Background: an optimization exercise with open tools, aiming at small area, a short achievable clock period and few clock cycles per item. Do not read the settings as production practice.
In this exercise RTL edits were held to simulation tests only and were not proved equivalent to the original.
Power is estimated from default activity; no workload was simulated.

Setup of zinc:
## bitcrush_core
module bitcrush_core (
    input  wire        clk,
    input  wire        rst,
    input  wire        cmd_valid,
    output reg         cmd_ready,
    input  wire [31:0] cmd_data,
    output reg         rsp_valid,
    output wire [31:0] rsp_data
);
Size: about 4100 cells after synthesis, about 69 I/O pins.
==> flow/config.mk <==
export PLATFORM = sky130hd
export DESIGN_NAME = bitcrush_core
export DESIGN_NICKNAME = bitcrush_core
export VERILOG_FILES = /design/flow/design.v
export SDC_FILE = /design/flow/constraint.sdc
export NUM_CORES = 4
export LEC_CHECK = 0
export ABC_AREA = 1
export CAP_MARGIN = 20
export CORE_MARGIN = 2
export CORE_UTILIZATION = 40
export SLEW_MARGIN = 20
export SYNTH_MEMORY_MAX_BITS = 8192
export TNS_END_PERCENT = 10
==> flow/constraint.sdc <==
create_clock -name core_clock -period 12.0 [get_ports {clk}]
set_input_delay 2.4000 -clock core_clock [delete_from_list [all_inputs] [get_ports {clk}]]
set_output_delay 2.4000 -clock core_clock [all_outputs]
set_load 0.01 [all_outputs]
standard.sh (not shown) runs the stock make flow with config.mk's settings and CLKGATE_MAP_FILE= SYNTH_SCRIPT=/design/flow/synth_recipe.tcl, a recipe that flattens the netlist after the stock synthesis.
==> flow/flow/run.sh <==
#!/bin/bash
set -euo pipefail
bash standard.sh SETUP_SLACK_MARGIN=7 finish > standard.log 2>&1
Testbench counts of zinc, summed over its fixed seeds: cycles 10,149, items 6,288.
What maple does differently from zinc at the input level:
diff --git a/flow/config.mk b/flow/config.mk
--- a/flow/config.mk
+++ b/flow/config.mk
@@ -12,3 +12,2 @@
 export SLEW_MARGIN = 20
 export SYNTH_MEMORY_MAX_BITS = 8192
-export TNS_END_PERCENT = 10
## What came out
zinc and maple ended up with nearly the same overall routing resource usage. maple vs. zinc: final critical delay including setup and external delays now sits lower; area taken by multi-input logic gates now sits at about the same level; end-of-flow core utilization now sits at about the same level; final worst setup slack now sits higher. Compared with zinc, in maple data required time of the worst path comparable; number of buffers outside the clock class in the layout fell about 1.5%. Taking zinc as the reference, in maple clock skew held; met3 routed wirelength went down 1.2%.
What juniper does differently from maple at the input level:
diff --git a/flow/config.mk b/flow/config.mk
--- a/flow/config.mk
+++ b/flow/config.mk
@@ -6,5 +6,4 @@
 export NUM_CORES = 4
 export LEC_CHECK = 0
-export ABC_AREA = 1
 export CAP_MARGIN = 20
 export CORE_MARGIN = 2
==> results.txt <==
- Of juniper and maple, maple shows the higher flip-flop and latch share of the layout cell area, with juniper below it.
- Higher total routed wirelength goes to maple over juniper.
- Between maple and juniper, total power increased.
- Row post-CTS repair timing setup buffer count: juniper higher / maple lower
Modified inputs, harbor compared to juniper
diff --git a/flow/config.mk b/flow/config.mk
--- a/flow/config.mk
+++ b/flow/config.mk
@@ -8,5 +8,6 @@
 export CAP_MARGIN = 20
 export CORE_MARGIN = 2
-export CORE_UTILIZATION = 40
+export CORE_UTILIZATION = 60
+export PLACE_DENSITY = 0.75
 export SLEW_MARGIN = 20
 export SYNTH_MEMORY_MAX_BITS = 8192
### Flow results
Between harbor and juniper, worst path setup slack after routing is higher for harbor, juniper comes in under that. Re worst-case reg-to-reg path depth: harbor is 8.3% up on juniper. STATUS clock period minus final worst setup slack: harbor wins against juniper. harbor vs juniper: power up in harbor. From juniper to harbor the numbers moved as follows: reported combinational group power +about 3%; number of clock-tree buffers in the layout +5.6%. The higher reg-to-reg setup timing slack of harbor and juniper is in harbor. harbor went all the way through the flow, and no timing, DRC or antenna check failed. Relative to juniper, share of the clock period used by the worst path has decreased by 0.53 points in harbor. juniper → harbor: buffer count excluding the clock tree in the final layout rose by about 9%; proportion of power drawn by the clock network fell by 0.2 points; utilization rose by 23 points.

bitcrush_core, a different RTL version from the one above (not shown whole).
For scale: ~3,700 cells after synthesis, ~340 flip-flops, about 31,000 µm² of cells after synthesis.
==> flow/config.mk <==
export PLATFORM = sky130hd
export DESIGN_NAME = bitcrush_core
export DESIGN_NICKNAME = bitcrush_core
export VERILOG_FILES = /design/flow/design.v
export SDC_FILE = /design/flow/constraint.sdc
export NUM_CORES = 4
export LEC_CHECK = 0
export CAP_MARGIN = 20
export CORE_MARGIN = 2
export CORE_UTILIZATION = 40
export SLEW_MARGIN = 20
export SYNTH_MEMORY_MAX_BITS = 8192
export TNS_END_PERCENT = 10
==> flow/constraint.sdc <==
create_clock -name core_clock -period 12.0 [get_ports {clk}]
set_input_delay 2.4000 -clock core_clock [delete_from_list [all_inputs] [get_ports {clk}]]
set_output_delay 2.4000 -clock core_clock [all_outputs]
set_load 0.01 [all_outputs]
Scripts as last shown in full above: flow/flow/run.sh
Testbench counts at the start, summed over its fixed seeds: cycles 10,121, items 6,288.
==> next run, changes <==
==> flow/flow/run.sh (replaced) <==
#!/bin/bash
set -euo pipefail
bash standard.sh SETUP_SLACK_MARGIN=7.5 finish > standard.log 2>&1
Settings changed: ABC_AREA set to 1.
After rerunning:
- non-clock buffer count went up by 81
- global-route usage went up by 3.7 points
- cell area went up by a few percent
- routed wire length went up by about a fifth
- register-to-register slack improves by 0.80 ns
- synthesized area went down slightly
- combinational power went up by well over a third
- setup slack improves by 0.80 ns
- final cell count went up by roughly a tenth
- hold slack degrades by 0.013 ns
- clock power went down by a few percent
==> next run, changes <==
==> flow/flow/run.sh (replaced) <==
#!/bin/bash
set -euo pipefail
bash standard.sh SETUP_SLACK_MARGIN=7 finish > standard.log 2>&1
Settings changed: ABC_AREA 1 to not set, TNS_END_PERCENT 10 to not set.
Via count came out lower by 5.6%.
Fmax came out lower by 14%.
Routed wire length came out lower by 10%.
Worst hold slack is better by 0.011 ns.
Die area came out higher by 1.3%.
Power came out lower by about 14%.
==> next run, changes <==
==> flow/flow/run.sh (replaced) <==
#!/bin/bash
set -euo pipefail
bash standard.sh SETUP_SLACK_MARGIN=8 finish > standard.log 2>&1
Effect: Maximum frequency climbs slightly; wire length increases slightly; final cell count increases slightly; first-iteration DRC count came out lower by about a fifth; die area stays the same; power is higher by a few percent; critical path depth is lower by 1; synthesized cell count stays the same; global-route usage went up by 0.18 points; via count climbs slightly.

## separate check: timing with driven ports
In the flow no input, the clock included, has a driving cell. The finished layouts below were timed again as built, in two steps.
Step 1 (the two cells are an assumption about what drives the block):
set clk [get_ports {clk}]
set_driving_cell -lib_cell sky130_fd_sc_hd__clkbuf_16 $clk
set_driving_cell -lib_cell sky130_fd_sc_hd__buf_2 [delete_from_list [all_inputs] $clk]
Step 2 also shifts input and output timing later by t, the mid clock arrival at the registers, as if the neighbouring blocks saw the same clock.
Three values: no drivers, after step 1, after step 2; two values: the first two.
| run | t (ns) | setup WS [ns] | worst setup path after step 2 |
|---|---|---|---|
| zinc | 0.647 | 7.166 / 7.166 / 6.993 | input to register |
| maple | 0.645 | 7.191 / 7.191 / 6.996 | input to register |
| juniper | 0.617 | 6.416 / 6.416 / 6.416 | register to register |
| harbor | 0.635 | 6.479 / 6.479 / 6.479 | register to register |
| the first run of note 2 | 0.651 | 6.608 / 6.608 / 6.608 | register to register |
| the second run of note 2 | 0.630 | 7.413 / 7.413 / 6.917 | input to register |
| the third run of note 2 | 0.653 | 6.670 / 6.670 / 6.670 | register to register |
| the fourth run of note 2 | 0.623 | 6.689 / 6.689 / 6.689 | register to register |
After both steps every run listed still meets setup and hold. For the second run of note 2, which loses most, drivers alone change the setup slack by 0.000 ns; drivers and shift together by -0.496 ns.
